Source: an optimization exercise on an open RTL-to-GDS flow (aim: small area, a short achievable clock period and few clock cycles). Production flows keep margins and buffers that such runs may drop. RTL that was checked went through simulation tests only; none was proved equivalent to the original. Only the layout flow was run in runs 1 to 4; the RTL was not checked for function there. No activity file was given, so power comes from the tool's default toggle rates.

--- flow/design.v ---
module evsub_tga (
    input  wire        clk,
    input  wire        rst_n,       
    input  wire        tirq,        
    input  wire        sf_valid,    
    output wire        sf_ready,    
    input  wire [73:0] sf_data,     
    input  wire        sf_err,      
    output wire        ev_valid,    
    input  wire        ev_ready,    
    output wire [39:0] ev_data,     
    output wire        halted       
);
    localparam [2:0] K_PPRESS = 3'd0;
    localparam [2:0] K_PMOVE  = 3'd1;
    localparam [2:0] K_PREL   = 3'd2;
    localparam [2:0] K_PEXIT  = 3'd3;
    localparam [2:0] K_KPRESS = 3'd4;
    localparam [2:0] K_KREL   = 3'd5;
    function [1:0] keyzone;
        input [15:0] x;
        begin
            if (x < 16'd107)      keyzone = 2'd0;
            else if (x < 16'd214) keyzone = 2'd1;
            else if (x < 16'd320) keyzone = 2'd2;
            else                  keyzone = 2'd3;
        end
    endfunction
    reg tirq_q;
    reg tirq_pend;
    reg in_sess;
    reg halt_r;
    wire tirq_fall = tirq_q & ~tirq;
    wire start     = ~in_sess & ~halt_r & (tirq_pend | tirq_fall);
    reg        hv, tv;
    reg [1:0]  hn, tn;              
    reg [32:0] hp0, hp1, tp0, tp1;  
    assign sf_ready = in_sess & ~tv;
    wire take     = sf_valid & sf_ready;
    wire take_ok  = take & ~sf_err;
    wire [1:0]  in_n  = sf_data[73:72];
    wire [32:0] in_p0 = sf_data[68:36];
    wire [32:0] in_p1 = sf_data[32:0];
    always @(posedge clk) begin
        tirq_q <= tirq;
        if (!rst_n) begin
            tirq_pend <= 1'b0;
            in_sess   <= 1'b0;
            halt_r    <= 1'b0;
        end else begin
            tirq_pend <= start ? (tirq_pend & tirq_fall) : (tirq_pend | tirq_fall);
            if (take) begin
                if (sf_err) begin
                    halt_r  <= 1'b1;
                    in_sess <= 1'b0;
                end else if (in_n == 2'd0) begin
                    in_sess <= 1'b0;
                end
            end else if (start) begin
                in_sess <= 1'b1;
            end
        end
    end
    assign halted = halt_r;
    reg  [1:0]  active;
    reg         ptr_valid;
    reg         ptr_id;
    reg  [31:0] last0, last1;       
    reg  [5:0]  done;               
    reg         outv;
    reg  [2:0]  o_kind;
    reg  [1:0]  o_key;
    reg  [31:0] o_xy;
    reg         o_show;
    assign ev_valid = outv;
    assign ev_data  = {2'b00, o_kind, o_key, 1'b0, o_xy & {32{o_show}}};
    wire        v0  = hn[1] | hn[0];
    wire        v1  = hn[1];
    wire        id0 = hp0[32];
    wire        id1 = hp1[32];
    wire [31:0] xy0 = hp0[31:0];
    wire [31:0] xy1 = hp1[31:0];
    wire gy0 = (hp0[15:8] == 8'd0) & (hp0[7:4] != 4'hF);    
    wire gy1 = (hp1[15:8] == 8'd0) & (hp1[7:4] != 4'hF);
    wire [1:0] kz0 = keyzone(hp0[31:16]);
    wire [1:0] kz1 = keyzone(hp1[31:16]);
    wire [1:0] kzl0 = keyzone(last0[31:16]);
    wire [1:0] kzl1 = keyzone(last1[31:16]);
    wire eqA0 = (xy0 == last0);
    wire eqA1 = (xy0 == last1);
    wire eqB0 = (xy1 == last0);
    wire eqB1 = (xy1 == last1);
    wire eq01 = (xy0 == xy1);
    wire same = (id0 == id1);
    wire G0 = v0 & gy0;
    wire G1 = v1 & gy1;
    wire B0 = v0 & ~gy0;
    wire B1 = v1 & ~gy1;
    wire act_id0 = id0 ? active[1] : active[0];
    wire act_id1 = id1 ? active[1] : active[0];
    wire set0  = G0 & ~ptr_valid & ~act_id0;
    wire pv1   = ptr_valid | set0;
    wire pid1  = set0 ? id0 : ptr_id;
    wire e_g0  = G0 & pv1 & (pid1 == id0) & ~(id0 ? eqA1 : eqA0);
    wire act1_id1 = act_id1 | (e_g0 & same);
    wire set1  = G1 & ~pv1 & ~act1_id1;
    wire pv2   = pv1 | set1;
    wire pid2  = set1 ? id1 : pid1;
    wire eq1   = (e_g0 & same) ? eq01 : (id1 ? eqB1 : eqB0);
    wire e_g1  = G1 & pv2 & (pid2 == id1) & ~eq1;
    wire [1:0] act2 = active | {e_g0 & id0, e_g0 & ~id0} | {e_g1 & id1, e_g1 & ~id1};
    wire e_b0  = B0 & ~(pv2 & (pid2 == id0)) & ~(id0 ? act2[1] : act2[0]) & (kz0 != 2'd3);
    wire [1:0] act3 = act2 | {e_b0 & id0, e_b0 & ~id0};
    wire e_b1  = B1 & ~(pv2 & (pid2 == id1)) & ~(id1 ? act3[1] : act3[0]) & (kz1 != 2'd3);
    wire [1:0] act4 = act3 | {e_b1 & id1, e_b1 & ~id1};
    wire [1:0] proc = {(v0 & id0) | (v1 & id1), (v0 & ~id0) | (v1 & ~id1)};
    wire r0  = active[0] & ~proc[0];
    wire r1  = active[1] & ~proc[1];
    wire rp0 = r0 & pv2 & ~pid2;
    wire rp1 = r1 & pv2 & pid2;
    wire [5:0] f   = {r1, r0, e_b1, e_b0, e_g1, e_g0};
    wire [5:0] rem = f & ~done;
    wire [5:0] sel = rem & ~{rem[4:0], 1'b0} & ~{rem[3:0], 2'b0} & ~{rem[2:0], 3'b0}
                         & ~{rem[1:0], 4'b0} & ~{rem[0], 5'b0};
    wire [2:0] n_kind = (sel[0] ? {2'b00, act_id0}  : 3'd0)
                      | (sel[1] ? {2'b00, act1_id1} : 3'd0)
                      | ((sel[2] | sel[3]) ? K_KPRESS : 3'd0)
                      | (sel[4] ? (rp0 ? K_PREL : K_KREL) : 3'd0)
                      | (sel[5] ? (rp1 ? K_PREL : K_KREL) : 3'd0);
    wire [1:0] n_key  = (sel[2] ? kz0 : 2'd0)
                      | (sel[3] ? kz1 : 2'd0)
                      | ((sel[4] & ~rp0) ? kzl0 : 2'd0)
                      | ((sel[5] & ~rp1) ? kzl1 : 2'd0);
    wire n_show = sel[0] | sel[1] | (sel[4] & rp0) | (sel[5] & rp1);
    wire none   = (rem == 6'd0);
    wire lastev = ((rem & ~sel) == 6'd0);
    wire o_rel  = o_show & (o_kind == K_PREL);
    wire load   = ~outv | (ev_ready & ~o_rel);
    wire pop    = hv & (none | (load & lastev));
    wire [1:0] act_n = act4 & proc;
    wire       pv_n  = pv2 & ~(rp0 | rp1);
    wire w1_0 = (e_g1 | e_b1) & ~id1;
    wire w1_1 = (e_g1 | e_b1) &  id1;
    wire w0_0 = (e_g0 | e_b0) & ~id0;
    wire w0_1 = (e_g0 | e_b0) &  id0;
    always @(posedge clk) begin
        if (!rst_n) begin
            hv        <= 1'b0;
            tv        <= 1'b0;
            outv      <= 1'b0;
            done      <= 6'd0;
            active    <= 2'b00;
            ptr_valid <= 1'b0;
            ptr_id    <= 1'b0;
            last0     <= 32'hFFFFFFFF;
            last1     <= 32'hFFFFFFFF;
        end else begin
            if (~hv | pop) begin
                hv <= tv | take_ok;
                if (tv) begin
                    hn <= tn; hp0 <= tp0; hp1 <= tp1;
                end else begin
                    hn <= in_n; hp0 <= in_p0; hp1 <= in_p1;
                end
            end
            if (tv)
                tv <= ~(~hv | pop);
            else
                tv <= take_ok & hv & ~pop;
            if (take) begin
                tn <= in_n; tp0 <= in_p0; tp1 <= in_p1;
            end
            if (hv & ~none & load) begin
                outv   <= 1'b1;
                o_kind <= n_kind;
                o_key  <= n_key;
                o_show <= n_show;
                if (sel[0]) o_xy <= xy0;
                else if (sel[1]) o_xy <= xy1;
            end else if (ev_ready) begin
                if (o_rel) begin
                    o_kind <= K_PEXIT;
                    o_show <= 1'b0;
                end else begin
                    outv <= 1'b0;
                end
            end
            if (pop) begin
                done <= 6'd0;
                if (hn == 2'd0) begin
                    active    <= 2'b00;
                    ptr_valid <= 1'b0;
                    ptr_id    <= 1'b0;
                    last0     <= 32'hFFFFFFFF;
                    last1     <= 32'hFFFFFFFF;
                end else begin
                    active    <= act_n;
                    ptr_valid <= pv_n;
                    ptr_id    <= pid2;
                    if (w1_0) last0 <= xy1; else if (w0_0) last0 <= xy0;
                    if (w1_1) last1 <= xy1; else if (w0_1) last1 <= xy0;
                end
            end else if (hv & load) begin
                done <= done | sel;
            end
        end
    end
endmodule
--- flow/run.sh ---
#!/bin/bash
# synth_recipe.tcl (not shown) runs the flow's synth.tcl, then flattens the netlist and writes it again
# the make line also repeats each setting of config.mk as NAME=value (left out here)
make -C /OpenROAD-flow-scripts/flow DESIGN_CONFIG=/design/flow/config.mk WORK_HOME=/design/flow/orfs CLKGATE_MAP_FILE= SYNTH_SCRIPT=/design/flow/synth_recipe.tcl finish
--- flow/config.mk ---
export PLATFORM = sky130hd
export DESIGN_NAME = evsub_tga
export DESIGN_NICKNAME = evsub_tga
export VERILOG_FILES = /design/flow/design.v
export SDC_FILE = /design/flow/constraint.sdc
export NUM_CORES = 4
export LEC_CHECK = 0
export ABC_CLOCK_PERIOD_IN_PS = 4000
export CAP_MARGIN = 40
export CORE_MARGIN = 2
export CORE_UTILIZATION = 40
export SETUP_SLACK_MARGIN = 5
export SLEW_MARGIN = 40
--- flow/constraint.sdc ---
create_clock -name core_clock -period 11.0 [get_ports {clk}]
set_input_delay 2.2000 -clock core_clock [delete_from_list [all_inputs] [get_ports {clk}]]
set_output_delay 2.2000 -clock core_clock [all_outputs]
set_load 0.01 [all_outputs]
==> run_results.csv, run 1 <==
group,metric,value,unit
sta,grt_setup_unrepaired,"no",
logic_synthesis,seq_area_frac_synth,0.522,
logic_synthesis,synth.area.top_cells,"edfxtp_1, dfxtp_1, mux2i_1, mux2_2, a2bb2oi_1",
global_route,antenna_found_initial,0,
logic_synthesis,post-synth-top-area-fraction,0.398,
detailed_routing,vias_per_cell,5.42,
worst_setup_path,max_stage_delay,0.54,ns
worst_setup_path,worstPathCellList,"buf_6 > mux2i_1 > xnor2_1 > nor4_2 > nand4_1 > o211ai_2 > mux2i_1 > nand4b_1 > o311ai_1 > nor3b_4 > nor2b_1 > a31oi_4 > and3_2 > buf_6",
logic_synthesis,yosys.area.top_type,"edfxtp_1",
placed_design,port_buffers,113,
cells_and_area,syn_to_final_growth,19.4,%
detailed_routing,drt_iter0_markers,473,
logic_synthesis,synth_edf_count,174,
clock_network,cts_resized,2,
logic_synthesis,syn_inst,1060,
detailed_routing,routed_wl,33900,microns
logic_synthesis,ys_warn_count,1,
clock_network,root_buffer,"clkbuf_16",
logic_synthesis,syn_area,0.0131,sq mm
min_path,whs_path_depth,2,
sta,maxSlewViolCount,0,
clock_network,clk_path_buf_depth,3,
clock_network,holdBufCountCts,0,
clock_network,cts_sinks,255,
floorplanning,initial_utilization,0.405,
worst_setup_path,critPathKind,"register to register",
logic_synthesis,synth.most_common_cell,"edfxtp_1",
power,power_density,144,mW/mm^2
logic_synthesis,synth.distinct_cells,73,
detailed_routing,postRouteAntennaNets,0,
sta,tns,0,ns
detailed_routing,wl_per_cell,20.9,microns
power,vdd_drop_max,105,uV
global_route,grt_max_degree,71,
cells_and_area,nNetsFinal,1234,
worst_setup_path,crit_arrival,5.92,ns
min_path,worstHoldPathType,"register to register",
worst_setup_path,crit_required,11.23,ns
clock_network,cts.htree.levels,1,
worst_setup_path,cp-end-kind,"register",
detailed_routing,post-route-drc-count,0,
clock_network,cts_setup_buffers,0,
clock_network,clk_latency,0.57,ns
clock_network,clk_pin_slew,0.06,ns
sta,fin_crit_sh,0.517,
global_route,grt_pass1_wl,52400,microns
floorplanning,die_width,185,microns
worst_setup_path,ff2ff_path_depth,14,
global_route,grt.overflow.total,0,
floorplanning,dieArea,0.0342,sq mm
sta,finalWorstPathRequiredPeriod,5.69,ns
cells_and_area,final_area,0.0157,sq mm
sta,max_freq,0.176,GHz
worst_setup_path,cp_max_fo,44,
logic_synthesis,synth_flop_cell,"edfxtp_1",
power,total_leakage_power,5.49,nW
global_route,grt_use_total,0.200,
logic_synthesis,ys_seq_elements,255,
job,drv_cap,0,
floorplanning,ios,123,
sta,worst_pin_slew,0.837,ns
placed_design,dpl.cell_count,1565,
placed_design,dpl_cell_area,0.0147,sq mm
sta,hold_violations,0,
floorplanning,rows,66,
sta,final.setup_skew,0.0169,ns
power,p_total,0.00225,W
floorplanning,fp.coreArea,0.0324,sq mm
cells_and_area,drive_gt1_frac,0.161,
clock_network,cts_tree,"built",
sta,slew_headroom,0.437,
clock_network,numCtsBuffers,29,
global_route,grt_pass1_vias,8795,
placed_design,dpl.hpwl,23400,microns
outcome,status,"timing/DRC/antenna clean",
logic_synthesis,async_flop_share,0,
logic_synthesis,netlist_top_cells_count,"edfxtp_1, mux2i_1, mux2_2, dfxtp_1, a2bb2oi_1",
logic_synthesis,synth.avg_cell_area,12.4,sq um
detailed_routing,drt-pass1-iter-count,4,
worst_setup_path,critPathLaunchType,"register",
cells_and_area,final_cells,1619,
detailed_routing,routed-via-count,8767,
placed_design,gp_congestion,0.891,
cells_and_area,num_antenna_cells,0,
floorplanning,dieHeight,185,microns
sta,setup_violations,0,
worst_setup_path,slowest_stage,"nor4_2",
worst max-delay path: cells and delay by family (launching register included):
kind,cells,cell delay (ns)
and+or+nand+nor,6,2.27
AOI/OAI and AO/OA,3,1.14
buffers and inverters,2,0.78
muxes,2,0.53
DFF,1,0.34
xor gates and xnor gates,1,0.19
metal layers:
layer  routed length, microns  track usage
met1                    15900        0.278
met2                    15800        0.329
met3                     1360       0.0277
met4                      762       0.0492
met5                        0            0
through the flow:
stage	hold WS, ns	utilization	setup slack, ns
5_1_grt	0.503	0.484	5.00
2_1_floorplan	0.437	-	5.82
3_5_place_dp	0.469	0.453	4.82
4_1_cts	0.478	0.483	5.09
6_report	0.478	0.484	5.31
3_3_place_gp	0.457	0.451	4.95
layout make-up:
type | count | area (sq um)
Clock inverter | 15 | 194
Multi-Input combinational cell | 722 | 5930
Sequential cell | 255 | 6850
Timing Repair Buffer | 131 | 1300
Clock buffer | 39 | 773
Tap cell | 442 | 553
Fill cell | 2950 | 16700
Inverter | 15 | 56.3
state kept, by name (all words and copies together), names as in the netlist, 2 cells and up:
name and count:
hp0 33, hp1 33, tp0 33, tp1 33
last0 32, last1 32, o_xy 32, done 6
o_kind 3, active 2, hn 2, o_key 2
tn 2
placed cells by master (no fill, tap or decap), types with 4 or more instances in the layout:
| master | count |
|---|---|
| nor3b_1 | 4 |
| clkdlybuf4s50_1 | 113 |
| nor4_2 | 9 |
| a211oi_1 | 4 |
| nand3_1 | 10 |
| nor2b_1 | 10 |
| a21oi_1 | 28 |
| a31oi_1 | 6 |
| a21o_1 | 6 |
| xor2_1 | 21 |
| mux2i_1 | 132 |
| edfxtp_1 | 174 |
| bufinv_16 | 4 |
| and4_1 | 4 |
| inv_1 | 13 |
| o21ai_0 | 29 |
| nand2_1 | 35 |
| clkbuf_16 | 29 |
| and2_1 | 45 |
| o21ai_4 | 4 |
| or3_1 | 5 |
| mux2_2 | 96 |
| nor3_1 | 9 |
| clkbuf_1 | 9 |
| o21a_1 | 7 |
| nor4_1 | 11 |
| a2bb2oi_1 | 64 |
| xnor2_1 | 62 |
| o211ai_1 | 4 |
| o22ai_1 | 5 |
| nand4_1 | 15 |
| dfxtp_1 | 80 |
| buf_4 | 12 |
| clkinv_2 | 6 |
| nor2_1 | 44 |
path summary, 6_finish.rpt:
kind / start / to / slack [ns]
setup / recovery: hp0[32] / o_xy[31] / 5.31
hold / removal: tirq_pend / tirq_pend / 0.48
setup reg to reg: hp0[32] / o_xy[31] / 5.31
hold reg to reg: tirq_pend / tirq_pend / 0.48
power breakdown:
group	leakage (nW)	switching [W]	total, W	internal [W]
Combinational	2.74	0.0000812	0.000169	0.0000880
Clock	0.472	0.000397	0.000986	0.000589
Sequential	2.28	0.0000450	0.00110	0.00105
Total	5.49	0.000523	0.00225	0.00173
logic make-up after synthesis:
logic type	share of synthesized area
AOI/OAI and AO/OA	0.109
xor gates and xnor gates	0.0554
buffers and inverters	0.0316
DFF	0.522
muxes	0.183
other	0.000286
and+or+nand+nor	0.0981
==> run 2: changes to the inputs <==
--- a/flow/config.mk
+++ b/flow/config.mk
@@ -5,9 +5,8 @@
 export SDC_FILE = /design/flow/constraint.sdc
 export NUM_CORES = 4
 export LEC_CHECK = 0
-export ABC_CLOCK_PERIOD_IN_PS = 4000
 export CAP_MARGIN = 40
 export CORE_MARGIN = 2
-export CORE_UTILIZATION = 40
+export CORE_UTILIZATION = 60
 export SETUP_SLACK_MARGIN = 5
 export SLEW_MARGIN = 40
==> run 2 against run 1 <==
Compared with the run above:
- still clean on timing, DRC and antenna
- die area fell by 33%
- setup slack got worse by 0.018 ns
- hold slack barely moved
- clock power fell by 3.5%
- first-iteration DRC count rose by 42%
- design area fell by 0.95%
- core utilization rose by 23 points
- wire length fell by 2.8%
- total power fell by 1.5%
- critical path type unchanged
- largest cell class unchanged
- highest routed layer unchanged
==> run_results.csv, run 2 <==
group,metric,value,unit
global_route,grt_pass1_vias,9108,
logic_synthesis,async_flop_share,0,
cells_and_area,nNetsFinal,1236,
worst_setup_path,startpoint,"hp0[32]",
placed_design,gp_congestion,0.946,
floorplanning,ios,123,
sta,worst_pin_slew,0.827,ns
sta,grt_setup_unrepaired,"no",
logic_synthesis,synth.avg_cell_area,12.4,sq um
floorplanning,initial_utilization,0.607,
outcome,status,"timing/DRC/antenna clean",
global_route,grt.overflow.total,0,
detailed_routing,drt-pass1-iter-count,5,
worst_setup_path,cp-end-kind,"register",
logic_synthesis,seq_area_frac_synth,0.522,
power,seq_power_share,0.495,
clock_network,cts_resized,0,
detailed_routing,routed_wl,32900,microns
logic_synthesis,ys_warn_count,1,
cells_and_area,final_common_cell,"edfxtp_1",
detailed_routing,wl_per_cell,22.6,microns
logic_synthesis,muxShareOfSynthArea,0.183,
floorplanning,rows,54,
cells_and_area,mostFrequentLayoutCells,"edfxtp_1, mux2i_1, clkdlybuf4s50_1",
sta,setup_violations,0,
logic_synthesis,synth_top_family_by_area,"multiplexers",
clock_network,holdBufCountCts,0,
power,clock_power_share,0.428,
placed_design,port_buffers,113,
global_route,antenna_found_initial,0,
logic_synthesis,yosys.area_share.simple,0.0981,
cells_and_area,final_area,0.0155,sq mm
logic_synthesis,synth_compound_area_frac,0.109,
power,power.share.switching,0.236,
worst_setup_path,crit_end,"o_xy[21]",
clock_network,cts.htree.levels,1,
floorplanning,fp.coreArea,0.0216,sq mm
cells_and_area,num_antenna_cells,0,
logic_synthesis,synth_edf_count,174,
worst_setup_path,r2r_slack,5.29,ns
power,power_density,143,mW/mm^2
worst_setup_path,r2r_start,"hp0[32]",
worst_setup_path,ff2ff_path_depth,14,
logic_synthesis,netlist_top_cells_count,"edfxtp_1, mux2i_1, mux2_2, dfxtp_1, a2bb2oi_1",
cells_and_area,syn_to_final_growth,18.2,%
detailed_routing,postRouteAntennaNets,0,
logic_synthesis,synth.area.top_cells,"edfxtp_1, dfxtp_1, mux2i_1, mux2_2, a2bb2oi_1",
sta,finalWorstPathRequiredPeriod,5.71,ns
global_route,grt_use_total,0.283,
cells_and_area,drive_gt1_frac,0.168,
sta,slew_headroom,0.449,
floorplanning,die_width,152,microns
placed_design,dpl_cell_area,0.0145,sq mm
clock_network,cts_sinks,255,
clock_network,root_buffer,"clkbuf_16",
min_path,worstHoldPathType,"register to register",
sta,max_freq,0.175,GHz
clock_network,clk_pin_slew,0.06,ns
power,internal-power,0.00170,W
clock_network,clk_latency,0.56,ns
floorplanning,dieArea,0.0231,sq mm
logic_synthesis,post-synth-top-area-fraction,0.398,
logic_synthesis,syn_inst,1060,
logic_synthesis,yosys.area.top_type,"edfxtp_1",
detailed_routing,vias_per_cell,6.22,
sta,maxSlewViolCount,0,
global_route,grt_pass1_wl,51900,microns
clock_network,numCtsBuffers,28,
worst_setup_path,critPathLaunchType,"register",
sta,fin_crit_sh,0.519,
worst_setup_path,crit_arrival,5.93,ns
logic_synthesis,synthAdderAreaFrac,0,
logic_synthesis,synth.distinct_cells,73,
worst_setup_path,critPathKind,"register to register",
logic_synthesis,synth_flop_cell,"edfxtp_1",
logic_synthesis,ys_seq_elements,255,
power,p_sw,0.000524,W
power,power_frac_comb,0.076,
clock_network,clk_path_buf_depth,3,
sta,final.setup_skew,0.0236,ns
worst_setup_path,timing.rr.end,"o_xy[21]",
detailed_routing,routed-via-count,9068,
logic_synthesis,synth.most_common_cell,"edfxtp_1",
placed_design,dpl.hpwl,22500,microns
worst_setup_path,cp_max_fo,44,
global_route,grt_max_degree,45,
power,total_leakage_power,5.50,nW
logic_synthesis,syn_area,0.0131,sq mm
detailed_routing,post-route-drc-count,0,
sta,tns,0,ns
logic_synthesis,synth_xor_area_frac,0.0554,
detailed_routing,drt_iter0_markers,673,
floorplanning,dieHeight,152,microns
job,drv_cap,0,
worst_setup_path,crit_required,11.22,ns
power,vdd_drop_max,143,uV
clock_network,cts_tree,"built",
sta,hold_violations,0,
clock_network,cts_setup_buffers,0,
[run 2: cell counts after synthesis]
Identical to the previous run, type by type.
[run 2: layout make-up]
class / instances / area (sq um)
fill: 1573 / 6120
tap: 280 / 350
timing repair buffer: 134 / 1350
multi-input combinational: 722 / 5940
inverter: 15 / 56.3
clock buffer: 35 / 777
clock inverter: 17 / 183
sequential: 255 / 6850
[run 2: how the worst min path moves through the flow]
stage,endpoint,cells past startpoint,startpoint
4_1_cts,tirq_pend,2,tirq_pend
3_3_place_gp,done[0],2,done[0]
2_1_floorplan,done[0],2,done[0]
3_5_place_dp,tirq_pend,2,tirq_pend
5_1_grt,last0[5],1,last0[5]
6_report,tirq_pend,2,tirq_pend
[run 2: power groups by stage]
| stage | registers (W) | clock network (W) | logic (W) |
|---|---|---|---|
| after floorplan | 0.00109 | 0 | 0.000119 |
| after global placement | 0.00112 | 0 | 0.000163 |
| after detailed placement | 0.00112 | 0 | 0.000168 |
| after CTS | 0.00110 | 0.000961 | 0.000169 |
| after global routing | 0.00110 | 0.00100 | 0.000182 |
| final | 0.00110 | 0.000951 | 0.000170 |
[run 2: logic make-up after synthesis]
logic type / Yosys count
XOR/XNOR: 83
buffers and inverters: 85
multiplexers: 228
AND/OR/NAND/NOR: 219
AO/OA/AOI/OAI: 189
flip-flops: 255
other: 1
[run 2: stage by stage]
stage | std cells | utilization | hold WS (ns) | total power (W) | setup slack, ns
global placement | 1398 | 0.666 | 0.450 | 0.00128 | 4.87
floorplan | 1062 | - | 0.437 | 0.00121 | 5.82
global route | 1458 | 0.717 | 0.510 | 0.00229 | 5.00
CTS | 1458 | 0.717 | 0.477 | 0.00223 | 5.01
detailed placement | 1406 | 0.672 | 0.466 | 0.00129 | 5.05
finish | 1458 | 0.717 | 0.478 | 0.00222 | 5.29
[run 2: critical path: stages (launching register included)]
cell,delay (ns)
edfxtp_1,0.33
clkbuf_8,0.44
mux2i_1,0.28
xnor2_1,0.11
nor4_1,0.65
nand4_1,0.31
o211ai_2,0.39
mux2i_1,0.23
nand4b_1,0.39
o311ai_1,0.48
nor3b_4,0.40
nor2b_1,0.22
a31oi_4,0.30
and3_4,0.43
buf_4,0.36
[run 2: layer usage]
layer | global-route usage | wire, microns | share of wire
met1 | 0.387 | 14400 | 0.44
met2 | 0.466 | 15800 | 0.48
met3 | 0.0425 | 1790 | 0.054
met4 | 0.0970 | 959 | 0.029
met5 | 0 | 0 | 0
==> run 3: changes to the inputs <==
==> flow/config.mk (replaced) <==
export PLATFORM = sky130hd
export DESIGN_NAME = evsub_tga
export DESIGN_NICKNAME = evsub_tga
export VERILOG_FILES = /design/flow/design.v
export SDC_FILE = /design/flow/constraint.sdc
export NUM_CORES = 4
export LEC_CHECK = 0
export CAP_MARGIN = 20
export CORE_MARGIN = 2
export CORE_UTILIZATION = 40
export SLEW_MARGIN = 20
==> run 3 against run 2 <==
Compared with the run above:
- still clean
- maximum frequency fell by 7.9%
- flip-flop and latch count is the same
- clock power is 4.7% higher
- design area is 0.90% higher
- sequential share of layout area fell by 0.40 points
- global-route usage fell by 8.1 points
- critical path depth unchanged
- first-iteration DRC count decreased by 19%
- largest power group unchanged
==> run_results.csv, run 3 <==
group,metric,value,unit
outcome,status,"timing/DRC/antenna clean",
detailed_routing,routed-via-count,8837,
floorplanning,fp.coreArea,0.0324,sq mm
global_route,grt_max_degree,69,
power,power.share.switching,0.226,
placed_design,port_buffers,113,
floorplanning,initial_utilization,0.405,
detailed_routing,post-route-drc-count,0,
clock_network,numCtsBuffers,28,
sta,setup_violations,0,
cells_and_area,drive_gt1_frac,0.159,
floorplanning,dieHeight,185,microns
clock_network,cts_tree,"built",
clock_network,clk_path_buf_depth,3,
clock_network,holdBufCountCts,0,
clock_network,clk_latency,0.55,ns
worst_setup_path,crit_arrival,6.39,ns
logic_synthesis,yosys.area.top_type,"edfxtp_1",
placed_design,dpl.hpwl,23300,microns
cells_and_area,mostFrequentLayoutCells,"edfxtp_1, mux2i_1, clkdlybuf4s50_1",
floorplanning,rows,66,
power,internal-power,0.00175,W
sta,maxSlewViolCount,0,
clock_network,cts.htree.levels,1,
sta,tns,0,ns
logic_synthesis,syn_inst,1060,
min_path,worstHoldPathType,"register to register",
global_route,grt.overflow.total,0,
worst_setup_path,cp_max_fo,44,
worst_setup_path,critPathLaunchType,"register",
power,power_density,145,mW/mm^2
sta,max_freq,0.161,GHz
worst_setup_path,r2r_start,"hp0[32]",
power,seq_power_share,0.486,
global_route,grt_use_total,0.202,
logic_synthesis,async_flop_share,0,
detailed_routing,routed_wl,34100,microns
logic_synthesis,synth_xor_area_frac,0.0554,
detailed_routing,drt_iter0_markers,547,
detailed_routing,vias_per_cell,5.47,
worst_setup_path,crit_end,"o_xy[7]",
worst_setup_path,critPathKind,"register to register",
floorplanning,die_width,185,microns
logic_synthesis,yosys.area_share.simple,0.0981,
logic_synthesis,muxShareOfSynthArea,0.183,
logic_synthesis,syn_area,0.0131,sq mm
detailed_routing,postRouteAntennaNets,0,
logic_synthesis,synthAdderAreaFrac,0,
worst_setup_path,startpoint,"hp0[32]",
logic_synthesis,seq_area_frac_synth,0.522,
cells_and_area,syn_to_final_growth,19.3,%
detailed_routing,drt-pass1-iter-count,5,
cells_and_area,num_antenna_cells,0,
sta,fin_crit_sh,0.563,
floorplanning,dieArea,0.0342,sq mm
placed_design,gp_congestion,0.889,
sta,final.setup_skew,0.0230,ns
power,total_leakage_power,5.49,nW
power,clock_power_share,0.439,
worst_setup_path,timing.rr.end,"o_xy[7]",
logic_synthesis,synth.most_common_cell,"edfxtp_1",
detailed_routing,wl_per_cell,21.1,microns
clock_network,clk_pin_slew,0.06,ns
worst_setup_path,cp-end-kind,"register",
global_route,grt_pass1_vias,8930,
logic_synthesis,ys_seq_elements,255,
floorplanning,ios,123,
logic_synthesis,synth_compound_area_frac,0.109,
logic_synthesis,synth.distinct_cells,73,
worst_setup_path,worstPathCellList,"buf_4 > mux2i_1 > xnor2_1 > nor4_1 > nand4_1 > o211ai_2 > mux2i_1 > nand4b_1 > o311ai_1 > nor3b_4 > nor2b_1 > a31oi_4 > and3_1 > buf_4",
clock_network,root_buffer,"clkbuf_16",
worst_setup_path,r2r_slack,4.80,ns
global_route,grt_pass1_wl,53000,microns
global_route,antenna_found_initial,0,
logic_synthesis,synth_top_family_by_area,"multiplexers",
job,drv_cap,0,
sta,hold_violations,0,
logic_synthesis,synth.avg_cell_area,12.4,sq um
sta,finalWorstPathRequiredPeriod,6.20,ns
cells_and_area,final_common_cell,"edfxtp_1",
sta,slew_headroom,0.376,
cells_and_area,post-route-util,0.483,
clock_network,cts_sinks,255,
sta,worst_pin_slew,0.936,ns
logic_synthesis,synth_flop_cell,"edfxtp_1",
power,p_total,0.00227,W
logic_synthesis,synth.area.top_cells,"edfxtp_1, dfxtp_1, mux2i_1, mux2_2, a2bb2oi_1",
power,power_frac_comb,0.075,
worst_setup_path,ff2ff_path_depth,14,
sta,grt_setup_unrepaired,"no",
logic_synthesis,synth_edf_count,174,
worst_setup_path,slowest_stage,"nor4_1",
worst_setup_path,crit_required,11.19,ns
logic_synthesis,post-synth-top-area-fraction,0.398,
cells_and_area,nNetsFinal,1231,
clock_network,cts_setup_buffers,0,
worst_setup_path,max_stage_delay,0.76,ns
clock_network,cts_resized,0,
logic_synthesis,ys_warn_count,1,
power,vdd_drop_max,95.2,uV
logic_synthesis,netlist_top_cells_count,"edfxtp_1, mux2i_1, mux2_2, dfxtp_1, a2bb2oi_1",
power,p_sw,0.000511,W
==> run 3: cell types whose count changed in the layout (fill, tap and decap cells not counted), sizes merged <==
cell      previous run  this run
bufinv               2         5
clkinvlp             5         1
clkbuf              36        38
clkinv              11         9
buf                 20        16
==> run 3: worst min path at each step <==
stage / from / to / depth (start not counted)
floorplan: done[0] / done[0] / 2
global placement: done[0] / done[0] / 2
detailed placement: done[5] / done[5] / 2
CTS: tirq_pend / tirq_pend / 2
global route: tirq_pend / tirq_pend / 2
finish: done[5] / done[5] / 2
==> run 3: worst max-delay path, delay by kind of cell, from the launching register on <==
kind | cells | cell delay [ns]
AND/OR/NAND/NOR | 6 | 2.56
flip-flops | 1 | 0.32
multiplexers | 2 | 0.59
AO/OA/AOI/OAI | 3 | 1.14
buffers and inverters | 2 | 1.07
XOR/XNOR | 1 | 0.12
==> run 3: metal layers <==
layer  wire length (microns)  share of wire  GRT usage  vias up
li1                        -              -          -     4192
met4                     874          0.026     0.0594        0
met5                       0              0          0        -
met2                   16100           0.47      0.335      217
met1                   15700           0.46      0.277     4367
met3                    1460          0.043     0.0265       61
==> run 3: logic make-up after synthesis <==
kind of cell / after synthesis
DFF: 255
muxes: 228
AOI/OAI and AO/OA: 189
other: 1
xor gates and xnor gates: 83
and+or+nand+nor: 219
buffers and inverters: 85
==> run 3: final cells by class <==
cell class / instances / area, sq um
clock inverters: 14 / 195
flip-flops and latches: 255 / 6850
repair buffers: 129 / 1290
fillers: 2959 / 16700
inverters: 15 / 56.3
clock buffers: 38 / 779
well taps: 442 / 553
multi-input cells: 722 / 5920
==> run 3: power by group through the flow <==
stage	Clock (W)	Combinational (W)	Sequential (W)
3_5_place_dp	0	0.000167	0.00112
3_3_place_gp	0	0.000166	0.00112
5_1_grt	0.00106	0.000183	0.00110
2_1_floorplan	0	0.000119	0.00109
6_report	0.000996	0.000169	0.00110
4_1_cts	0.00102	0.000168	0.00110
==> run 3: stage by stage <==
stage	area (sq um)	setup WS [ns]	instances	hold slack, ns
after floorplan	13100	4.30	1062	0.437
after global placement	14600	4.96	1561	0.454
after detailed placement	14600	4.76	1561	0.470
after CTS	15600	4.74	1613	0.483
after global routing	15600	4.43	1615	0.508
final	15600	4.80	1615	0.480
==> run 4: changes to the inputs <==
==> flow/flow/run.sh (new file) <==
#!/bin/bash
set -euo pipefail
export BUFFER_PORTS_ARGS="-buffer_cell sky130_fd_sc_hd__buf_1"
bash standard.sh > flow_standard.log 2>&1
==> flow/standard.sh (new file) <==
#!/bin/bash
# synth_recipe.tcl (not shown) runs the flow's synth.tcl, then flattens the netlist and writes it again
# the make line also repeats each setting of config.mk as NAME=value (left out here)
make -C /OpenROAD-flow-scripts/flow DESIGN_CONFIG=/design/flow/config.mk WORK_HOME=/design/flow/orfs CLKGATE_MAP_FILE= SYNTH_SCRIPT=/design/flow/synth_recipe.tcl "${@:-finish}"
==> flow/config.mk (replaced) <==
export PLATFORM = sky130hd
export DESIGN_NAME = evsub_tga
export DESIGN_NICKNAME = evsub_tga
export VERILOG_FILES = /design/flow/design.v
export SDC_FILE = /design/flow/constraint.sdc
export NUM_CORES = 4
export LEC_CHECK = 0
export CAP_MARGIN = 40
export CORE_MARGIN = 2
export CORE_UTILIZATION = 60
export SETUP_SLACK_MARGIN = 5
export SLEW_MARGIN = 40
removed: flow/run.sh
==> run 4 against run 3 <==
Compared with the run above:
- critical endpoint is now o_xy[26]
- maximum frequency rose by 9.4%
- setup slack improved by 0.53 ns
- die area fell by 33%
- combinational power fell by 9%
- highest routed layer unchanged
- via count rose by 1.5%
- cell count fell by 9.8%
- design area fell by 5.1%
- synthesized cell count did not move
- largest power group unchanged
- sequential power barely moved
==> run_results.csv, run 4 <==
group,metric,value,unit
outcome,status,"timing/DRC/antenna clean",
sta,max_freq,0.177,GHz
cells_and_area,nNetsFinal,1235,
clock_network,holdBufCountCts,0,
floorplanning,die_width,152,microns
cells_and_area,final_common_cell,"edfxtp_1",
logic_synthesis,post-synth-top-area-fraction,0.398,
detailed_routing,routed_wl,32600,microns
logic_synthesis,netlist_top_cells_count,"edfxtp_1, mux2i_1, mux2_2, dfxtp_1, a2bb2oi_1",
worst_setup_path,crit_family,"simple AND/OR/NAND/NOR gates",
worst_setup_path,path_buf_inv,2,
sta,hold_violations,0,
clock_network,cts.htree.levels,1,
worst_setup_path,timing.rr.end,"o_xy[26]",
job,drv_cap,0,
worst_setup_path,critPathLaunchType,"register",
sta,worst_pin_slew,0.826,ns
placed_design,port_buffers,113,
cells_and_area,drive_gt1_frac,0.165,
global_route,grt_use_total,0.278,
worst_setup_path,crit_required,11.23,ns
global_route,grt_pass1_wl,51000,microns
detailed_routing,postRouteAntennaNets,0,
detailed_routing,drt_iter0_markers,602,
min_path,min_to,"tirq_pend",
sta,finalWorstPathRequiredPeriod,5.66,ns
logic_synthesis,synth.area.top_cells,"edfxtp_1, dfxtp_1, mux2i_1, mux2_2, a2bb2oi_1",
cells_and_area,num_antenna_cells,0,
logic_synthesis,synth.distinct_cells,73,
clock_network,root_buffer,"clkbuf_16",
logic_synthesis,ys_seq_elements,255,
min_path,hp-start,"tirq_pend",
clock_network,cts_tree,"built",
detailed_routing,top_layer,"met4",
placed_design,dpl.hpwl,22100,microns
min_path,worstHoldPathType,"register to register",
logic_synthesis,synth.avg_cell_area,12.4,sq um
logic_synthesis,async_flop_share,0,
detailed_routing,vias_per_cell,6.16,
clock_network,clk_latency,0.55,ns
global_route,antenna_found_initial,0,
clock_network,clk_pin_slew,0.06,ns
floorplanning,fp.coreArea,0.0216,sq mm
floorplanning,ios,123,
detailed_routing,wl_met3,1700,microns
clock_network,clk_path_buf_depth,3,
clock_network,numCtsBuffers,27,
clock_network,cts_setup_buffers,0,
worst_setup_path,r2r_start,"hp0[32]",
worst_setup_path,cp_max_fo,44,
logic_synthesis,yosys.area.top_type,"edfxtp_1",
sta,setup_violations,0,
logic_synthesis,syn_inst,1060,
sta,grt_setup_unrepaired,"no",
floorplanning,dieHeight,152,microns
worst_setup_path,ff2ff_path_depth,14,
global_route,grt.overflow.total,0,
worst_setup_path,r2r_slack,5.34,ns
logic_synthesis,synth_edf_count,174,
detailed_routing,wl_met1,14400,microns
sta,final.setup_skew,0.0110,ns
worst_setup_path,slowest_stage,"and3_2",
worst_setup_path,cp_common_cell,"mux2i_1",
worst_setup_path,cp-end-kind,"register",
power,total_leakage_power,5.24,nW
logic_synthesis,synth_flop_cell,"edfxtp_1",
detailed_routing,drt-pass1-iter-count,5,
cells_and_area,mostFrequentLayoutCells,"edfxtp_1, mux2i_1, buf_1",
clock_network,cts_sinks,255,
power,power_density,154,mW/mm^2
global_route,grt_pass1_vias,9124,
global_route,grt_max_degree,72,
sta,tns,0,ns
logic_synthesis,syn_area,0.0131,sq mm
logic_synthesis,synth.most_common_cell,"edfxtp_1",
sta,whs,0.477,ns
logic_synthesis,seq_area_frac_synth,0.522,
cells_and_area,syn_to_final_growth,13.2,%
sta,slew_headroom,0.449,
cells_and_area,nFillCells,1637,
power,vdd_drop_max,132,uV
detailed_routing,routed-via-count,8968,
worst_setup_path,max_stage_delay,0.56,ns
detailed_routing,wl_met2,15400,microns
sta,maxSlewViolCount,0,
floorplanning,rows,54,
floorplanning,initial_utilization,0.607,
worst_setup_path,crit_arrival,5.89,ns
min_path,whs_path_depth,2,
detailed_routing,wl_per_cell,22.4,microns
detailed_routing,post-route-drc-count,0,
worst_setup_path,startpoint,"hp0[32]",
worst_setup_path,worstPathCellList,"buf_6 > mux2i_1 > xnor2_1 > nor4_2 > nand4_1 > o211ai_2 > mux2i_1 > nand4b_1 > o311ai_1 > nor3b_4 > nor2b_1 > a31oi_4 > and3_2 > buf_4",
floorplanning,dieArea,0.0231,sq mm
logic_synthesis,ys_warn_count,1,
worst_setup_path,critPathKind,"register to register",
sta,fin_crit_sh,0.515,
placed_design,gp_congestion,0.881,
[run 4: worst max-delay path by stage]
stage                     endpoint  slack [ns]  depth (start not counted)
after floorplan              hn[0]        5.82                          7
after detailed placement  o_xy[29]        5.05                         14
after global routing      o_xy[29]        5.05                         14
after global placement    o_xy[29]        4.81                         14
final                     o_xy[26]        5.34                         14
after CTS                 o_xy[26]        5.02                         14
[run 4: final cells by class]
cell class,instances,area (sq um),share of cell area
tap,280,350,0.0236
clock inverter,20,319,0.0215
sequential,255,6850,0.461
clock buffer,30,687,0.0463
multi-input combinational,722,5940,0.400
inverter,15,56.3,0.00379
timing repair buffer,134,642,0.0432
[run 4: cell families (layout without fill, tap and decap cells)]
group | Yosys count | count (layout) | synth area share
AO/OA/AOI/OAI | 189 | 189 | 0.109
flip-flops | 255 | 255 | 0.522
AND/OR/NAND/NOR | 219 | 219 | 0.0981
multiplexers | 228 | 228 | 0.183
XOR/XNOR | 83 | 83 | 0.0554
other | 1 | 3 | 0.000286
buffers and inverters | 85 | 199 | 0.0316
[run 4: layer usage]
metal / global-route usage / vias up
li1: - / 4201
met1: 0.382 / 4410
met2: 0.457 / 288
met3: 0.0422 / 69
met4: 0.0926 / 0
met5: 0 / -
[run 4: worst reg2reg max path, cell delays in order (launching register included)]
cell and delay [ns]:
edfxtp_1 0.34, buf_6 0.45, mux2i_1 0.31, xnor2_1 0.13, nor4_2 0.54, nand4_1 0.28, o211ai_2 0.41, mux2i_1 0.24
nand4b_1 0.35, o311ai_1 0.47, nor3b_4 0.37, nor2b_1 0.20, a31oi_4 0.30, and3_2 0.56, buf_4 0.38
[run 4: report_power, final]
part | switching (W) | total [W] | internal [W]
combinational | 0.0000812 | 0.000153 | 0.0000718
sequential | 0.0000455 | 0.00110 | 0.00105
clock | 0.000387 | 0.00103 | 0.000640
[run 4: timing repair]
action / in CTS / in global routing
hold endpoints to repair: 0 / 0
resized for setup: 0 / 2
setup endpoints to repair: 0 / 17
[run 4: per-stage QoR]
stage	util	worst slack, ns	total power [W]	std cells	instance area (sq um)
after floorplan	-	5.82	0.00121	1062	13100
after global placement	0.634	4.81	0.00126	1398	13700
after detailed placement	0.640	5.05	0.00127	1406	13800
after CTS	0.686	5.02	0.00229	1456	14800
after global routing	0.687	5.05	0.00235	1456	14800
final	0.687	5.34	0.00228	1456	14800
==> run 5: changes to the inputs <==
--- a/flow/design.v
+++ b/flow/design.v
@@ -66,7 +66,7 @@
     reg         ptr_valid;
     reg         ptr_id;
     reg  [31:0] last0, last1;       
-    reg  [5:0]  done;               
+    reg  [1:0]  idx;                
     reg         outv;
     reg  [2:0]  o_kind;
     reg  [1:0]  o_key;
@@ -118,24 +118,31 @@
     wire r1  = active[1] & ~proc[1];
     wire rp0 = r0 & pv2 & ~pid2;
     wire rp1 = r1 & pv2 & pid2;
-    wire [5:0] f   = {r1, r0, e_b1, e_b0, e_g1, e_g0};
-    wire [5:0] rem = f & ~done;
-    wire [5:0] sel = rem & ~{rem[4:0], 1'b0} & ~{rem[3:0], 2'b0} & ~{rem[2:0], 3'b0}
-                         & ~{rem[1:0], 4'b0} & ~{rem[0], 5'b0};
+    wire [7:0] f = {rp1, r1, rp0, r0, e_b1, e_b0, e_g1, e_g0};
+    wire [1:0] c1 = {1'b0, f[0]};
+    wire [1:0] c2 = c1 + f[1];
+    wire [1:0] c3 = c2 + f[2];
+    wire [1:0] c4 = c3 + f[3];
+    wire [1:0] c5 = c4 + f[4];
+    wire [1:0] c6 = c5 + f[5];
+    wire [1:0] c7 = c6 + f[6];
+    wire [1:0] nE = c7 + f[7];      
+    wire [7:0] sel = f & {c7 == idx, c6 == idx, c5 == idx, c4 == idx,
+                          c3 == idx, c2 == idx, c1 == idx, idx == 2'd0};
     wire [2:0] n_kind = (sel[0] ? {2'b00, act_id0}  : 3'd0)
                       | (sel[1] ? {2'b00, act1_id1} : 3'd0)
                       | ((sel[2] | sel[3]) ? K_KPRESS : 3'd0)
                       | (sel[4] ? (rp0 ? K_PREL : K_KREL) : 3'd0)
-                      | (sel[5] ? (rp1 ? K_PREL : K_KREL) : 3'd0);
+                      | ((sel[5] | sel[7]) ? K_PEXIT : 3'd0)
+                      | (sel[6] ? (rp1 ? K_PREL : K_KREL) : 3'd0);
     wire [1:0] n_key  = (sel[2] ? kz0 : 2'd0)
                       | (sel[3] ? kz1 : 2'd0)
                       | ((sel[4] & ~rp0) ? kzl0 : 2'd0)
-                      | ((sel[5] & ~rp1) ? kzl1 : 2'd0);
-    wire n_show = sel[0] | sel[1] | (sel[4] & rp0) | (sel[5] & rp1);
-    wire none   = (rem == 6'd0);
-    wire lastev = ((rem & ~sel) == 6'd0);
-    wire o_rel  = o_show & (o_kind == K_PREL);
-    wire load   = ~outv | (ev_ready & ~o_rel);
+                      | ((sel[6] & ~rp1) ? kzl1 : 2'd0);
+    wire n_show = sel[0] | sel[1] | (sel[4] & rp0) | (sel[6] & rp1);
+    wire none   = (nE == 2'd0);
+    wire lastev = (nE == idx + 2'd1);
+    wire load   = ~outv | ev_ready;
     wire pop    = hv & (none | (load & lastev));
     wire [1:0] act_n = act4 & proc;
     wire       pv_n  = pv2 & ~(rp0 | rp1);
@@ -148,7 +155,7 @@
             hv        <= 1'b0;
             tv        <= 1'b0;
             outv      <= 1'b0;
-            done      <= 6'd0;
+            idx       <= 2'd0;
             active    <= 2'b00;
             ptr_valid <= 1'b0;
             ptr_id    <= 1'b0;
@@ -178,15 +185,10 @@
                 if (sel[0]) o_xy <= xy0;
                 else if (sel[1]) o_xy <= xy1;
             end else if (ev_ready) begin
-                if (o_rel) begin
-                    o_kind <= K_PEXIT;
-                    o_show <= 1'b0;
-                end else begin
-                    outv <= 1'b0;
-                end
+                outv <= 1'b0;
             end
             if (pop) begin
-                done <= 6'd0;
+                idx <= 2'd0;
                 if (hn == 2'd0) begin
                     active    <= 2'b00;
                     ptr_valid <= 1'b0;
@@ -201,7 +203,7 @@
                     if (w1_1) last1 <= xy1; else if (w0_1) last1 <= xy0;
                 end
             end else if (hv & load) begin
-                done <= done | sel;
+                idx <= idx + 2'd1;
             end
         end
     end
==> flow/run.sh (new file) <==
#!/bin/bash
# synth_recipe.tcl (not shown) runs the flow's synth.tcl, then flattens the netlist and writes it again
# the make line also repeats each setting of config.mk as NAME=value (left out here)
make -C /OpenROAD-flow-scripts/flow DESIGN_CONFIG=/design/flow/config.mk WORK_HOME=/design/flow/orfs CLKGATE_MAP_FILE= SYNTH_SCRIPT=/design/flow/synth_recipe.tcl finish
==> flow/config.mk (replaced) <==
export PLATFORM = sky130hd
export DESIGN_NAME = evsub_tga
export DESIGN_NICKNAME = evsub_tga
export VERILOG_FILES = /design/flow/design.v
export SDC_FILE = /design/flow/constraint.sdc
export NUM_CORES = 4
export LEC_CHECK = 0
export CAP_MARGIN = 20
export CORE_MARGIN = 2
export CORE_UTILIZATION = 40
export SLEW_MARGIN = 20
removed: flow/flow/run.sh
removed: flow/standard.sh
==> run 5 against run 4 <==
Compared with the run above:
- combinational power grew 27%
- flip-flop and latch count fell by 4
- critical path depth grew 17
- non-clock buffer count rose by 3
- cell count up 26%
- design area grew 9.2%
- still clean on timing, DRC and antenna
- synthesized cell count is 20% higher
==> run_results.csv, run 5 <==
group,metric,value,unit
sta,fin_crit_sh,0.868,
logic_synthesis,synth.distinct_cells,67,
cells_and_area,final_common_cell,"edfxtp_1",
detailed_routing,drt-pass1-iter-count,6,
logic_synthesis,seq_area_frac_synth,0.497,
worst_setup_path,cp_common_cell,"ha_1",
sta,tns,0,ns
clock_network,cts_setup_buffers,0,
logic_synthesis,ys_warn_count,1,
worst_setup_path,critPathKind,"register to register",
floorplanning,rows,67,
floorplanning,die_width,189,microns
logic_synthesis,async_flop_share,0,
global_route,grt_pass1_vias,10100,
sta,grt_setup_unrepaired,"no",
clock_network,holdBufCountCts,0,
logic_synthesis,syn_inst,1276,
clock_network,cts_sinks,251,
clock_network,root_buffer,"clkbuf_16",
cells_and_area,drive_gt1_frac,0.141,
placed_design,gp_congestion,0.932,
sta,hold_violations,0,
sta,setup_violations,0,
cells_and_area,final_area,0.0162,sq mm
sta,max_freq,0.105,GHz
job,drv_cap,0,
clock_network,clk_path_buf_depth,3,
detailed_routing,postRouteAntennaNets,0,
worst_setup_path,slowest_stage,"or3_2",
cells_and_area,syn_to_final_growth,19.0,%
cells_and_area,final_cells,1828,
worst_setup_path,crit_required,11.42,ns
floorplanning,initial_utilization,0.406,
clock_network,cts_resized,0,
floorplanning,dieArea,0.0355,sq mm
clock_network,numCtsBuffers,28,
global_route,grt_pass1_wl,58900,microns
worst_setup_path,cp-end-kind,"register",
worst_setup_path,path_buf_inv,4,
power,seq_power_share,0.471,
worst_setup_path,cp_max_fo,46,
min_path,hp-start,"tirq_pend",
cells_and_area,mostFrequentLayoutCells,"edfxtp_1, clkdlybuf4s50_1, a21oi_1",
global_route,antenna_found_initial,0,
sta,maxSlewViolCount,0,
global_route,grt_use_total,0.213,
cells_and_area,nFillCells,3077,
logic_synthesis,yosys.area.top_type,"edfxtp_1",
cells_and_area,num_antenna_cells,0,
clock_network,cts.htree.levels,1,
detailed_routing,routed-via-count,10300,
detailed_routing,vias_per_cell,5.61,
min_path,worstHoldPathType,"register to register",
sta,finalWorstPathRequiredPeriod,9.55,ns
placed_design,dpl.hpwl,26700,microns
power,p_sw,0.000552,W
cells_and_area,nNetsFinal,1446,
sta,worst_pin_slew,0.964,ns
power,internal-power,0.00175,W
power,clock_power_share,0.445,
logic_synthesis,synth.avg_cell_area,10.7,sq um
logic_synthesis,post-synth-top-area-fraction,0.384,
logic_synthesis,netlist_top_cells_count,"edfxtp_1, a21oi_1, nor3_1, dfxtp_1, inv_1",
logic_synthesis,syn_area,0.0136,sq mm
worst_setup_path,max_stage_delay,0.81,ns
placed_design,dpl.cell_count,1775,
logic_synthesis,synth.most_common_cell,"edfxtp_1",
worst_setup_path,critPathLaunchType,"register",
detailed_routing,drt_iter0_markers,945,
power,power_frac_comb,0.085,
detailed_routing,routed_wl,38500,microns
power,power.share.switching,0.240,
power,total_leakage_power,5.74,nW
logic_synthesis,synth.area.top_cells,"edfxtp_1, dfxtp_1, mux2_2, xnor2_1, mux2i_1",
sta,slew_headroom,0.349,
worst_setup_path,r2r_start,"hp0[32]",
detailed_routing,post-route-drc-count,0,
placed_design,port_buffers,113,
logic_synthesis,synth_edf_count,174,
logic_synthesis,synth_flop_cell,"edfxtp_1",
placed_design,dpl_cell_area,0.0152,sq mm
global_route,grt.overflow.total,0,
worst_setup_path,startpoint,"hp0[32]",
outcome,status,"timing/DRC/antenna clean",
detailed_routing,wl_per_cell,21.1,microns
floorplanning,dieHeight,189,microns
worst_setup_path,crit_arrival,9.97,ns
floorplanning,ios,123,
clock_network,clk_latency,0.56,ns
sta,final.setup_skew,0.0197,ns
power,vdd_drop_max,99.5,uV
floorplanning,fp.coreArea,0.0335,sq mm
worst_setup_path,crit_family,"simple AND/OR/NAND/NOR gates",
power,power_density,142,mW/mm^2
logic_synthesis,ys_seq_elements,251,
clock_network,cts_tree,"built",
global_route,grt_max_degree,63,
clock_network,clk_pin_slew,0.06,ns
run 5: worst reg2reg max path, delay by kind of cell (launching register included):
kind / cells / cell delay [ns]
flops: 1 / 0.32
simple gates: 10 / 3.22
buf+inv: 4 / 1.69
mux: 1 / 0.34
fa+ha+maj: 6 / 2.03
compound gates: 6 / 1.17
xor+xnor: 4 / 0.66
run 5: cells by family after synthesis:
kind of cell	Yosys count	synth area share
and+or+nand+nor	378	0.150
xor gates and xnor gates	83	0.0534
AOI/OAI and AO/OA	257	0.133
other	1	0.000275
buffers and inverters	163	0.0530
adders and majority gates	8	0.00790
DFF	251	0.497
muxes	135	0.106
run 5: per-stage QoR:
stage / hold WS (ns) / utilization / worst slack, ns / total power [W]
floorplan: 0.451 / - / 1.82 / 0.00120
global placement: 0.461 / 0.453 / 1.81 / 0.00129
detailed placement: 0.469 / 0.453 / 1.57 / 0.00129
CTS: 0.482 / 0.483 / 1.50 / 0.00232
global route: 0.516 / 0.483 / 0.731 / 0.00238
finish: 0.483 / 0.483 / 1.45 / 0.00230
run 5: area by class of cell:
class / count / area [sq um] / area share
flip-flops and latches: 251 / 6770 / 0.418
multi-input cells: 864 / 6230 / 0.385
repair buffers: 137 / 1360 / 0.0837
clock buffers: 34 / 754 / 0.0465
well taps: 448 / 561 / 0.0346
inverters: 76 / 285 / 0.0176
clock inverters: 18 / 250 / 0.0154
run 5: worst paths after layout:
kind | end | slack (ns) | cells past startpoint
worst max register to register | last1[31] | 1.45 | 31
worst max-delay path | last1[31] | 1.45 | 31
worst min register to register | tirq_pend | 0.48 | 2
worst min-delay path | tirq_pend | 0.48 | 2
run 5: routing by layer:
metal	vias to the layer above	track usage	part of all wire	wire, microns
met5	-	0	0	0
met4	0	0.0715	0.029	1130
met3	63	0.0402	0.069	2670
met2	372	0.338	0.45	17200
met1	4965	0.294	0.45	17500
li1	4858	-	-	-
run 5: power by group through the flow:
| stage | sequential [W] | combinational, W | clock (W) |
|---|---|---|---|
| after CTS | 0.00108 | 0.000191 | 0.00104 |
| after detailed placement | 0.00110 | 0.000189 | 0 |
| after global routing | 0.00109 | 0.000208 | 0.00108 |
| after global placement | 0.00110 | 0.000188 | 0 |
| final | 0.00108 | 0.000195 | 0.00102 |
| after floorplan | 0.00108 | 0.000117 | 0 |
Testbench counts of run 5, summed over its fixed seeds: cycles 9,509.

[afterwards: timing with drivers on the ports]
No port has a modelled driver above. Below, the same layouts with a new extraction and two added sets of constraints. Step 1: set_driving_cell puts a clkbuf_16 on clk and a buf_2 on each other input, an assumption about the parent block. Step 2 times the ports against the registers' clock, not the clock port: input delays grow and output delays shrink by t, the midpoint of the rising clock arrivals with the driver on. a / b / c = ideal / step 1 / step 2; a / b = the first two.
run | shift t [ns] | setup WS [ns] | cell pins on the clock port's net
run 1 | 0.610 | 5.310 / 5.310 / 5.310 | 1
run 2 | 0.603 | 5.292 / 5.292 / 5.292 | 1
run 3 | 0.589 | 4.802 / 4.802 / 4.802 | 1
run 4 | 0.597 | 5.336 / 5.336 / 5.336 | 1
run 5 | 0.605 | 1.452 / 1.452 / 1.452 | 1
After both steps every run listed still meets setup and hold.
